Context: an optimization exercise on an open-source flow, tuned for small area. The choices shown serve that exercise and are no tape-out recipe. Only simulation tests tie the RTL to the original design; equivalence was not proved. Power is estimated from default activity; no workload was simulated.

`design/flow/run.sh`:
```
#!/bin/bash
# synth_recipe.tcl (not shown) runs the flow's synth.tcl, then flattens the netlist and writes it again
# the make line also repeats each setting of config.mk as NAME=value (left out here)
make -C /OpenROAD-flow-scripts/flow DESIGN_CONFIG=/design/flow/config.mk WORK_HOME=/design/flow/orfs CLKGATE_MAP_FILE= SYNTH_SCRIPT=/design/flow/synth_recipe.tcl finish
```
`design/flow/design.v`:
```
module lrm_core #(
    parameter integer TICK_HZ       = 2000,
    parameter integer STOP_MS       = 3000,
    parameter integer DEF_SUM_LEN   = 4,
    parameter integer DEF_THR_ON    = 1,
    parameter integer DEF_THR_OFF   = 1,
    parameter integer DEF_THR_ERR_S = 3
) (
    input  wire        clk,
    input  wire        rst,
    input  wire        cell_in,
    input  wire        arm_in,
    input  wire        sleep_in,
    input  wire [31:0] ms_now,
    input  wire        rx_valid,
    input  wire [7:0]  rx_byte,
    input  wire        tx_ready,
    output reg         rx_ack,
    output reg         tx_valid,
    output reg  [7:0]  tx_byte,
    output wire        ind_axle,
    output wire        ind_error,
    output wire        ind_status
);
    localparam [31:0] STOP_TICKS = STOP_MS * TICK_HZ / 1000;
    localparam [2:0] S_IDLE       = 3'd0;
    localparam [2:0] S_RDY        = 3'd1;
    localparam [2:0] S_PASSBY_ON  = 3'd2;
    localparam [2:0] S_PASSBY_OFF = 3'd3;
    localparam [2:0] S_ERROR      = 3'd4;
    localparam [2:0] S_SLEEP      = 3'd5;
    localparam [2:0] W_OFF      = 3'd0;
    localparam [2:0] W_ON       = 3'd1;
    localparam [2:0] W_ON_ERROR = 3'd2;
    localparam [2:0] EV_NONE = 3'd0;
    localparam [2:0] EV_ON   = 3'd1;
    localparam [2:0] EV_AXLE = 3'd2;
    localparam [2:0] EV_ERR  = 3'd3;
    localparam [2:0] EV_REC  = 3'd4;
    localparam [2:0] EV_STOP = 3'd5;
    localparam [7:0] HDR_AXLE     = 8'h01;
    localparam [7:0] HDR_AXLE_ERR = 8'h02;
    localparam [7:0] HDR_SETUP_OK = 8'h03;
    localparam [7:0] HDR_SETUP_ER = 8'h04;
    localparam [7:0] HDR_REP_ON   = 8'h05;
    localparam [7:0] HDR_REP_OFF  = 8'h06;
    localparam [7:0] HDR_REP_ERR  = 8'h07;
    localparam [7:0] HDR_REP_LEN  = 8'h08;
    localparam [7:0] HDR_START    = 8'h09;
    localparam [7:0] HDR_STOP     = 8'h0A;
    localparam [7:0] HDR_ECHO     = 8'hF1;
    localparam [7:0] FRAME_START = 8'h7C;
    localparam [7:0] FRAME_STOP  = 8'h7D;
    localparam [7:0] FRAME_ESC   = 8'h7E;
    reg [7:0]  sum_len, thr_on, thr_off, thr_err_s;
    reg [5:0]  ms_len, ms_sum;
    reg [4:0]  ms_idx;
    reg [31:0] ms_buf;
    reg [2:0]  wheel;
    reg [31:0] on_dur, off_dur, t_on, t_off;
    reg        ind_axle_r, ind_error_r;
    reg [2:0]  sess;
    reg [15:0] axle_count, passby_count, error_count;
    reg        pb_started;
    reg [31:0] passby_t0, last_axle_ts;
    reg [7:0]  tx_buf [0:15];
    reg [4:0]  tx_len, tx_pos;
    reg [7:0]  n_sum_len, n_thr_on, n_thr_off, n_thr_err_s;
    reg [5:0]  n_ms_len, n_ms_sum;
    reg [4:0]  n_ms_idx;
    reg [31:0] n_ms_buf;
    reg [2:0]  n_wheel;
    reg [31:0] n_on_dur, n_off_dur, n_t_on, n_t_off;
    reg        n_ind_axle, n_ind_error;
    reg [2:0]  n_sess;
    reg [15:0] n_axle_count, n_passby_count, n_error_count;
    reg        n_pb_started;
    reg [31:0] n_passby_t0, n_last_axle_ts;
    reg [7:0]  n_tx_buf [0:15];
    reg [4:0]  n_tx_len, n_tx_pos;
    reg        armed0;
    reg [2:0]  ev;
    reg [31:0] ev_on, ev_off, ev_ton, ev_toff;
    reg [5:0]  idx_inc;
    reg        evicted;
    reg [8:0]  n_thr;
    reg [31:0] mid;
    reg [31:0] err_ticks;
    reg        stage;
    reg [7:0]  pay [0:6];
    reg [2:0]  pay_len;
    reg [4:0]  flen;
    reg [4:0]  fpos [0:6];
    reg        pesc [0:6];
    integer    i, j;
    function [31:0] err_limit(input [7:0] secs);
        err_limit = secs * TICK_HZ;
    endfunction
    always @(*) begin
        n_sum_len      = sum_len;
        n_thr_on       = thr_on;
        n_thr_off      = thr_off;
        n_thr_err_s    = thr_err_s;
        n_ms_len       = ms_len;
        n_ms_sum       = ms_sum;
        n_ms_idx       = ms_idx;
        n_ms_buf       = ms_buf;
        n_wheel        = wheel;
        n_on_dur       = on_dur;
        n_off_dur      = off_dur;
        n_t_on         = t_on;
        n_t_off        = t_off;
        n_ind_axle     = ind_axle_r;
        n_ind_error    = ind_error_r;
        n_sess         = sess;
        n_axle_count   = axle_count;
        n_passby_count = passby_count;
        n_error_count  = error_count;
        n_pb_started   = pb_started;
        n_passby_t0    = passby_t0;
        n_last_axle_ts = last_axle_ts;
        for (i = 0; i < 16; i = i + 1)
            n_tx_buf[i] = tx_buf[i];
        n_tx_len = tx_len;
        n_tx_pos = tx_pos;
        ev      = EV_NONE;
        ev_on   = 32'd0;
        ev_off  = 32'd0;
        ev_ton  = 32'd0;
        ev_toff = 32'd0;
        idx_inc = 6'd0;
        evicted = 1'b0;
        n_thr   = 9'd0;
        mid     = 32'd0;
        err_ticks = err_limit(thr_err_s);
        stage   = 1'b0;
        for (i = 0; i < 7; i = i + 1)
            pay[i] = 8'h00;
        pay_len = 3'd0;
        flen    = 5'd0;
        for (i = 0; i < 7; i = i + 1) begin
            fpos[i] = 5'd0;
            pesc[i] = 1'b0;
        end
        rx_ack   = 1'b0;
        tx_valid = 1'b0;
        tx_byte  = 8'h00;
        armed0 = (sess == S_RDY) || (sess == S_PASSBY_ON) ||
                 (sess == S_PASSBY_OFF) || (sess == S_ERROR);
        if (armed0) begin
            idx_inc = {1'b0, ms_idx} + 6'd1;
            if (idx_inc == ms_len)
                n_ms_idx = 5'd0;
            else
                n_ms_idx = idx_inc[4:0];
            evicted  = ms_buf[n_ms_idx];
            n_ms_sum = ms_sum + {5'd0, cell_in} - {5'd0, evicted};
            n_ms_buf[n_ms_idx] = cell_in;
            case (wheel)
                W_OFF: begin
                    n_off_dur = off_dur + 32'd1;
                    n_thr = {3'd0, n_ms_sum} + {1'b0, thr_on};
                    if (n_thr > {3'd0, ms_len}) begin
                        n_wheel    = W_ON;
                        n_on_dur   = 32'd0;
                        n_t_on     = ms_now;
                        n_ind_axle = 1'b1;
                        ev         = EV_ON;
                    end else if (n_off_dur > STOP_TICKS) begin
                        ev = EV_STOP;
                    end
                end
                W_ON: begin
                    n_on_dur = on_dur + 32'd1;
                    if ({2'd0, n_ms_sum} < thr_off) begin
                        n_wheel    = W_OFF;
                        n_ind_axle = 1'b0;
                        n_t_off    = ms_now;
                        ev         = EV_AXLE;
                        ev_on      = n_on_dur;
                        ev_off     = off_dur;
                        ev_ton     = t_on;
                        ev_toff    = ms_now;
                        n_off_dur  = 32'd0;
                    end else if (n_on_dur > err_ticks) begin
                        n_wheel     = W_ON_ERROR;
                        n_ind_error = 1'b1;
                        ev          = EV_ERR;
                        ev_off      = off_dur;
                    end
                end
                W_ON_ERROR: begin
                    if (n_ms_sum == 6'd0) begin
                        n_wheel     = W_OFF;
                        n_ind_axle  = 1'b0;
                        n_ind_error = 1'b0;
                        ev          = EV_REC;
                    end
                end
                default: ;
            endcase
        end
        if (rx_valid && sess != S_SLEEP) begin
            rx_ack = 1'b1;
            if (sess == S_IDLE) begin
                stage   = 1'b1;
                pay_len = 3'd2;
                pay[1]  = rx_byte;
                if (rx_byte >= 8'hF0) begin
                    pay[0] = HDR_ECHO;
                end else if (rx_byte >= 8'd61 && rx_byte <= 8'd64) begin
                    n_thr_err_s = rx_byte - 8'd61;
                    pay[0]      = HDR_SETUP_OK;
                end else if (rx_byte >= 8'd40 && rx_byte <= 8'd59) begin
                    if ((rx_byte - 8'd40) < (sum_len >> 1)) begin
                        n_thr_off = rx_byte - 8'd40;
                        pay[0]    = HDR_SETUP_OK;
                    end else begin
                        pay[0]    = HDR_SETUP_ER;
                    end
                end else if (rx_byte >= 8'd20 && rx_byte <= 8'd39) begin
                    if ((rx_byte - 8'd20) < (sum_len >> 1)) begin
                        n_thr_on = rx_byte - 8'd20;
                        pay[0]   = HDR_SETUP_OK;
                    end else begin
                        pay[0]   = HDR_SETUP_ER;
                    end
                end else if (rx_byte >= 8'd11 && rx_byte <= 8'd15) begin
                    if (thr_on  < (8'd1 << (rx_byte - 8'd11)) &&
                        thr_off < (8'd1 << (rx_byte - 8'd11))) begin
                        n_sum_len = 8'd1 << (rx_byte - 8'd10);
                        pay[0]    = HDR_SETUP_OK;
                    end else begin
                        pay[0]    = HDR_SETUP_ER;
                    end
                end else if (rx_byte == 8'd1) begin
                    pay[0] = HDR_REP_LEN;
                    pay[1] = sum_len;
                end else if (rx_byte == 8'd2) begin
                    pay[0] = HDR_REP_ON;
                    pay[1] = thr_on;
                end else if (rx_byte == 8'd3) begin
                    pay[0] = HDR_REP_OFF;
                    pay[1] = thr_off;
                end else if (rx_byte == 8'd4) begin
                    pay[0] = HDR_REP_ERR;
                    pay[1] = thr_err_s;
                end else begin
                    pay[0] = HDR_SETUP_ER;
                end
            end
        end
        case (sess)
            S_IDLE: begin
                if (arm_in) begin
                    n_ms_buf       = 32'd0;
                    n_ms_idx       = 5'd0;
                    n_ms_sum       = 6'd0;
                    n_ms_len       = n_sum_len[5:0];
                    n_wheel        = W_OFF;
                    n_on_dur       = 32'd0;
                    n_off_dur      = 32'd0;
                    n_t_on         = 32'd0;
                    n_t_off        = 32'd0;
                    n_ind_axle     = 1'b0;
                    n_ind_error    = 1'b0;
                    n_axle_count   = 16'd0;
                    n_passby_count = 16'd0;
                    n_error_count  = 16'd0;
                    n_pb_started   = 1'b0;
                    n_passby_t0    = 32'd0;
                    n_last_axle_ts = 32'd0;
                    n_sess         = S_RDY;
                end else if (sleep_in) begin
                    n_sess = S_SLEEP;
                end
            end
            S_SLEEP: begin
                if (!sleep_in)
                    n_sess = S_IDLE;
            end
            default: begin
                if (!arm_in) begin
                    if (pb_started) begin
                        stage   = 1'b1;
                        pay_len = 3'd5;
                        pay[0]  = HDR_STOP;
                        pay[1]  = passby_count[7:0];
                        pay[2]  = passby_count[15:8];
                        pay[3]  = axle_count[7:0];
                        pay[4]  = axle_count[15:8];
                    end
                    n_axle_count = 16'd0;
                    n_pb_started = 1'b0;
                    n_ind_axle   = 1'b0;
                    n_ind_error  = 1'b0;
                    n_sess       = S_IDLE;
                end else begin
                    if (sess == S_RDY && ev == EV_ON) begin
                        n_axle_count = 16'd0;
                        n_sess       = S_PASSBY_ON;
                    end else if (sess == S_PASSBY_OFF && ev == EV_ON) begin
                        n_sess = S_PASSBY_ON;
                    end else if (sess == S_PASSBY_ON && ev == EV_AXLE) begin
                        n_axle_count = axle_count + 16'd1;
                        mid = ev_ton + ((ev_toff - ev_ton) >> 1);
                        stage = 1'b1;
                        if (!pb_started) begin
                            n_pb_started   = 1'b1;
                            n_passby_count = passby_count + 16'd1;
                            n_passby_t0    = mid;
                            n_last_axle_ts = 32'd0;
                            pay_len = 3'd7;
                            pay[0]  = HDR_START;
                            pay[1]  = n_passby_count[7:0];
                            pay[2]  = n_passby_count[15:8];
                            pay[3]  = mid[7:0];
                            pay[4]  = mid[15:8];
                            pay[5]  = mid[23:16];
                            pay[6]  = mid[31:24];
                        end else begin
                            n_last_axle_ts = mid - passby_t0;
                            pay_len = 3'd6;
                            pay[0]  = HDR_AXLE;
                            pay[1]  = ev_on[9:2];
                            pay[2]  = ev_off[9:2];
                            pay[3]  = ev_off[17:10];
                            pay[4]  = ev_off[25:18];
                            pay[5]  = {2'b00, ev_off[31:26]};
                        end
                        n_sess = S_PASSBY_OFF;
                    end else if (sess == S_PASSBY_ON && ev == EV_ERR) begin
                        n_error_count = error_count + 16'd1;
                        stage   = 1'b1;
                        pay_len = 3'd5;
                        pay[0]  = HDR_AXLE_ERR;
                        pay[1]  = ev_off[9:2];
                        pay[2]  = ev_off[17:10];
                        pay[3]  = ev_off[25:18];
                        pay[4]  = {2'b00, ev_off[31:26]};
                        n_sess  = S_ERROR;
                    end else if (sess == S_ERROR && ev == EV_REC) begin
                        if (pb_started) begin
                            n_sess = S_PASSBY_OFF;
                        end else begin
                            n_axle_count = 16'd0;
                            n_sess       = S_RDY;
                        end
                    end else if (sess == S_PASSBY_OFF && ev == EV_STOP) begin
                        stage   = 1'b1;
                        pay_len = 3'd5;
                        pay[0]  = HDR_STOP;
                        pay[1]  = passby_count[7:0];
                        pay[2]  = passby_count[15:8];
                        pay[3]  = axle_count[7:0];
                        pay[4]  = axle_count[15:8];
                        n_axle_count = 16'd0;
                        n_pb_started = 1'b0;
                        n_sess       = S_RDY;
                    end
                end
            end
        endcase
        if (stage) begin
            flen = 5'd1;
            for (i = 0; i < 7; i = i + 1) begin
                pesc[i] = (i < pay_len) &&
                          (pay[i] == FRAME_START || pay[i] == FRAME_STOP ||
                           pay[i] == FRAME_ESC);
                if (pesc[i])
                    flen = flen + 5'd1;
                fpos[i] = flen;
                if (i < pay_len)
                    flen = flen + 5'd1;
            end
            for (j = 0; j < 16; j = j + 1) begin
                if (j == 0)
                    n_tx_buf[j] = FRAME_START;
                else if (j == flen)
                    n_tx_buf[j] = FRAME_STOP;
                for (i = 0; i < 7; i = i + 1) begin
                    if (i < pay_len && fpos[i] == j)
                        n_tx_buf[j] = pay[i];
                    if (pesc[i] && fpos[i] == j + 1)
                        n_tx_buf[j] = FRAME_ESC;
                end
            end
            n_tx_len = flen + 5'd1;
            n_tx_pos = 5'd0;
        end
        if (n_sess != S_SLEEP && n_tx_len != 5'd0 && tx_ready) begin
            tx_valid = 1'b1;
            tx_byte  = n_tx_buf[n_tx_pos[3:0]];
            n_tx_pos = n_tx_pos + 5'd1;
            if (n_tx_pos == n_tx_len) begin
                n_tx_len = 5'd0;
                n_tx_pos = 5'd0;
            end
        end
    end
    always @(posedge clk) begin
        if (rst) begin
            sum_len      <= DEF_SUM_LEN[7:0];
            thr_on       <= DEF_THR_ON[7:0];
            thr_off      <= DEF_THR_OFF[7:0];
            thr_err_s    <= DEF_THR_ERR_S[7:0];
            ms_len       <= DEF_SUM_LEN[5:0];
            ms_sum       <= 6'd0;
            ms_idx       <= 5'd0;
            wheel        <= W_OFF;
            on_dur       <= 32'd0;
            off_dur      <= 32'd0;
            t_on         <= 32'd0;
            t_off        <= 32'd0;
            ind_axle_r   <= 1'b0;
            ind_error_r  <= 1'b0;
            sess         <= S_IDLE;
            axle_count   <= 16'd0;
            passby_count <= 16'd0;
            error_count  <= 16'd0;
            pb_started   <= 1'b0;
            passby_t0    <= 32'd0;
            last_axle_ts <= 32'd0;
            tx_len       <= 5'd0;
            tx_pos       <= 5'd0;
        end else begin
            sum_len      <= n_sum_len;
            thr_on       <= n_thr_on;
            thr_off      <= n_thr_off;
            thr_err_s    <= n_thr_err_s;
            ms_len       <= n_ms_len;
            ms_sum       <= n_ms_sum;
            ms_idx       <= n_ms_idx;
            wheel        <= n_wheel;
            on_dur       <= n_on_dur;
            off_dur      <= n_off_dur;
            t_on         <= n_t_on;
            t_off        <= n_t_off;
            ind_axle_r   <= n_ind_axle;
            ind_error_r  <= n_ind_error;
            sess         <= n_sess;
            axle_count   <= n_axle_count;
            passby_count <= n_passby_count;
            error_count  <= n_error_count;
            pb_started   <= n_pb_started;
            passby_t0    <= n_passby_t0;
            last_axle_ts <= n_last_axle_ts;
            tx_len       <= n_tx_len;
            tx_pos       <= n_tx_pos;
        end
    end
    always @(posedge clk) begin
        ms_buf <= n_ms_buf;
        for (i = 0; i < 16; i = i + 1)
            tx_buf[i] <= n_tx_buf[i];
    end
    assign ind_axle   = ind_axle_r;
    assign ind_error  = ind_error_r;
    assign ind_status = (sess == S_RDY) || (sess == S_PASSBY_ON) ||
                        (sess == S_PASSBY_OFF) || (sess == S_ERROR);
endmodule
```
`design/flow/config.mk`:
```
export PLATFORM = sky130hd
export DESIGN_NAME = lrm_core
export DESIGN_NICKNAME = lrm_core
export VERILOG_FILES = /design/flow/design.v
export SDC_FILE = /design/flow/constraint.sdc
export NUM_CORES = 4
export LEC_CHECK = 0
export CAP_MARGIN = 20
export CORE_MARGIN = 2
export CORE_UTILIZATION = 40
export SLEW_MARGIN = 20
```
`design/flow/constraint.sdc`:
```
create_clock -name core_clock -period 30.0 [get_ports {clk}]
set_input_delay 6.0000 -clock core_clock [delete_from_list [all_inputs] [get_ports {clk}]]
set_output_delay 6.0000 -clock core_clock [all_outputs]
set_load 0.01 [all_outputs]
```
==> out/metrics.yaml <==
run_status: "finished clean"
finalNonFillerCells: 5810
ys_seq_elements: 356
postLayoutCoreUtil_pct: 44.6
synth-simple-area-share_pct: 27.0
dr.pass1.iters: 6
min_period_ns: 28.73
synth_edf_count: 0
drc: 0
yosys.cell_types.count: 109
globalplace.congestion: 1.07
synth_mux_area_share_pct: 2.84
maxCapViolations: 0
drt-total-wl_um: 162000
grt_pass1_vias: 34300
cts_root_buffer: "clkbuf_16"
overflow: 0
multi_input_area_sq_um: 24700
netlist_instances: 4750
port_buffers: 59
grt_pass1_wl_um: 235000
start_kind: "input pin"
r2r-start: "ms_idx[0]"
drv_slew: 0
ff2ff_setup_slack_ns: 10.03
die_w_um: 294
worst_pin_slew_ns: 1.27
drt-initial-drc-count: 4553
ir_drop_uv: 67.6
path_max_fanout: 58
clk_latency_ns: 0.66
grt_start_max_net_pins: 67
layout_worst_path_cycle_share_pct: 95.8
drive_above_1_share_pct: 6.59
wl_per_cell_um: 27.8
synth_fa_ha_area_share_pct: 9.86
slowest_delay_ns: 0.65
start_util_pct: 40.2
worst-path-buf-inv: 5
slew_headroom_pct: 15.0
hold_violations: 0
postCtsHoldBufs: 0
cp_common_cell: "ha_1"
end_kind: "output port"
worstHoldPathType: "flop to flop"
synth_compound_area_share_pct: 28.6
slowest_stage: "clkdlybuf4s50_1"
antenna_found_initial: 8
cts_buffers: 49
cts_htree_levels: 2
arrival_ns: 22.73
ys_seq_area_share_pct: 21.2
placedCellCount: 5713
synth_top_area_share_pct: 21.2
die_h_um: 294
boundaryPins: 60
syn_nets: 5046
syn_avg_cell_area_sq_um: 7.07
synthXorXnorAreaFrac_pct: 4.73
hold_start: "ms_buf[8]"
critical-path-top-delay-family: "simple AND/OR/NAND/NOR gates"
setup_viol: 0
numClockSinks: 356
hold_end: "ms_buf[8]"
dp_hpwl_um: 121000
synthTopCellsByArea: "dfxtp_1, ha_1, nor2_1, nand2_1, a21oi_1"
worstPathRequired_ns: 24.00
clock.fmax_mhz: 34.8
rsz0062_at_grt: "false"
leakagePower_nw: 14.5
r2r_cells: 83
nNetsFinal: 4981
final.setup_skew_ns: 0.0280
critPathKind: "input pin to output port"
cts_tree: "yes"
synth_top_family_by_area: "compound AO/OA/AOI/OAI gates"
ys_warn_count: 6
tns_ns: 0
core_sq_um: 83400
synth_top_area_cell: "dfxtp_1"
synth_ff_type: "dfxtp_1"
n_fill_cell: 8608
clkTransAtPathRegs_ns: 0.05
via_count: 37800
dieArea_sq_um: 86300
num_rows: 106
regArea_sq_um: 7130
p_per_area_nw_per_um2: 63.8
viasPerCell: 6.50
clk_path_buf_depth: 3
synth.cell_area_sq_um: 33600
ant_nets: 0
worst_hold_path.num_cells: 2
synthArstFlopShare_pct: 0
grt_use_total_pct: 36.3
r2r-end: "tx_buf[4][3]"
areaGrowthSynthToFinish_pct: 10.8
whs_ns: 0.461
synth_stat cells (37+ instances only):
cell      instances
nor2_1          552
nand4_1          61
or3_1            37
nand2_1         531
ha_1            223
a22oi_1          64
o21ai_0         309
dfxtp_1         356
xnor2_1         104
a211oi_1         81
a31oi_1          67
o22ai_1          93
and3_1          102
o211ai_1         54
clkbuf_1        260
a221oi_1         38
a21o_1           39
inv_1           201
and2_1           94
nand3_1         168
a21oi_1         387
nor3_1          133
xor2_1           64
mux2i_1          85
per-stage QoR:
| stage | total power (W) | worst slack [ns] | cell area, sq um |
|---|---|---|---|
| after CTS | 0.00235 | 0.933 | 37100 |
| final | 0.00237 | 1.27 | 37200 |
| after global placement | 0.00169 | 1.40 | 35400 |
| after detailed placement | 0.00169 | 1.02 | 35400 |
| after floorplan | 0.00134 | 4.13 | 33600 |
| after global routing | 0.00249 | 0.00330 | 37200 |
cell families after synthesis:
family | Yosys count
fa+ha+maj | 249
flops | 356
xor+xnor | 174
other cells | 2
simple gates | 1897
mux | 94
buf+inv | 503
compound gates | 1475
state kept, by name, indices dropped and copies added, names as in the netlist, 8 cells and up:
register / flops
off_dur: 32
ms_buf: 32
axle_count: 16
thr_on: 8
sum_len: 8
thr_off: 8
thr_err_s: 8
passby_count: 16
tx_buf: 128
t_on: 32
on_dur: 32
per-layer routing:
| layer | part of all wire (%) | global-route usage, % | vias up |
|---|---|---|---|
| met5 | 0.040 | 0 | - |
| met4 | 5.8 | 18.4 | 10 |
| met3 | 9.7 | 7.33 | 463 |
| met2 | 42 | 54.0 | 2018 |
| met1 | 42 | 49.4 | 18000 |
| li1 | - | - | 17200 |
tightest hold or removal path: stages (launching register included):
cell and delay, ns:
dfxtp_1 0.31, nand2_1 0.05, a21oi_1 0.05
how the worst max path moves through the flow:
stage / startpoint / end / depth (start not counted)
after floorplan: cell_in / tx_byte[7] / 81
after global placement: cell_in / tx_byte[7] / 74
after detailed placement: cell_in / tx_byte[7] / 73
after CTS: cell_in / tx_byte[7] / 73
after global routing: cell_in / tx_byte[7] / 74
final: cell_in / tx_byte[4] / 68
cell type report:
| cell class | count | area share [%] |
|---|---|---|
| Clock buffer | 66 | 3.71 |
| Antenna cell | 8 | 0.0538 |
| Inverter | 207 | 2.09 |
| Timing Repair Buffer | 180 | 4.04 |
| Sequential cell | 356 | 19.2 |
| Tap cell | 1080 | 3.63 |
| Clock inverter | 22 | 0.999 |
| Multi-Input combinational cell | 3891 | 66.3 |
timing repair:
action                     CTS  global route
resized for setup            0             5
setup endpoints to repair    0             8
buffers inserted             0             0
report_power, final:
group	internal, W	switching, W
sequential	0.000547	0.0000786
combinational	0.000391	0.000702
clock	0.000393	0.000260
total	0.00133	0.00104
layout by cell type (no fill, tap or decap), drive strengths merged, types with 28 or more instances in the layout:
cell type / count
nand3b: 28
a31oi: 68
nand4: 62
o21ai: 323
nor4: 39
nand2: 532
a211oi: 83
o21a: 35
clkdlybuf4s50: 58
nor2b: 33
nor3: 134
a22oi: 64
buf: 122
or3: 37
ha: 223
o211ai: 54
xor2: 64
and3: 102
nor2: 554
xnor2: 107
a21oi: 390
o22ai: 93
a221oi: 38
a21o: 39
mux2i: 86
clkbuf: 66
inv: 204
nand3: 170
and2: 100
nand2b: 30
dfxtp: 356

-- afterwards: timing with drivers on the ports --
The results above use ideal ports. As a check the final layout listed here was re-extracted and re-timed, cells and wires unchanged. Step 1, drivers: a clkbuf_16 drives clk and a buf_2 each remaining input, both assumed. Step 2 also shifts input and output timing later by t, the mid clock arrival at the registers, as if the neighbouring blocks saw the same clock. Slacks: ideal ports / drivers / drivers and shift; pairs: ideal ports / drivers.
t (ns): 0.716
slack for setup (ns): 1.266 / 1.241 / 1.241
worst slew at a driven data input, ns: 0.06
After both steps setup and hold are still met in this run. The setup slack of this run moves by -0.025 ns with the drivers and by -0.025 ns with both steps.
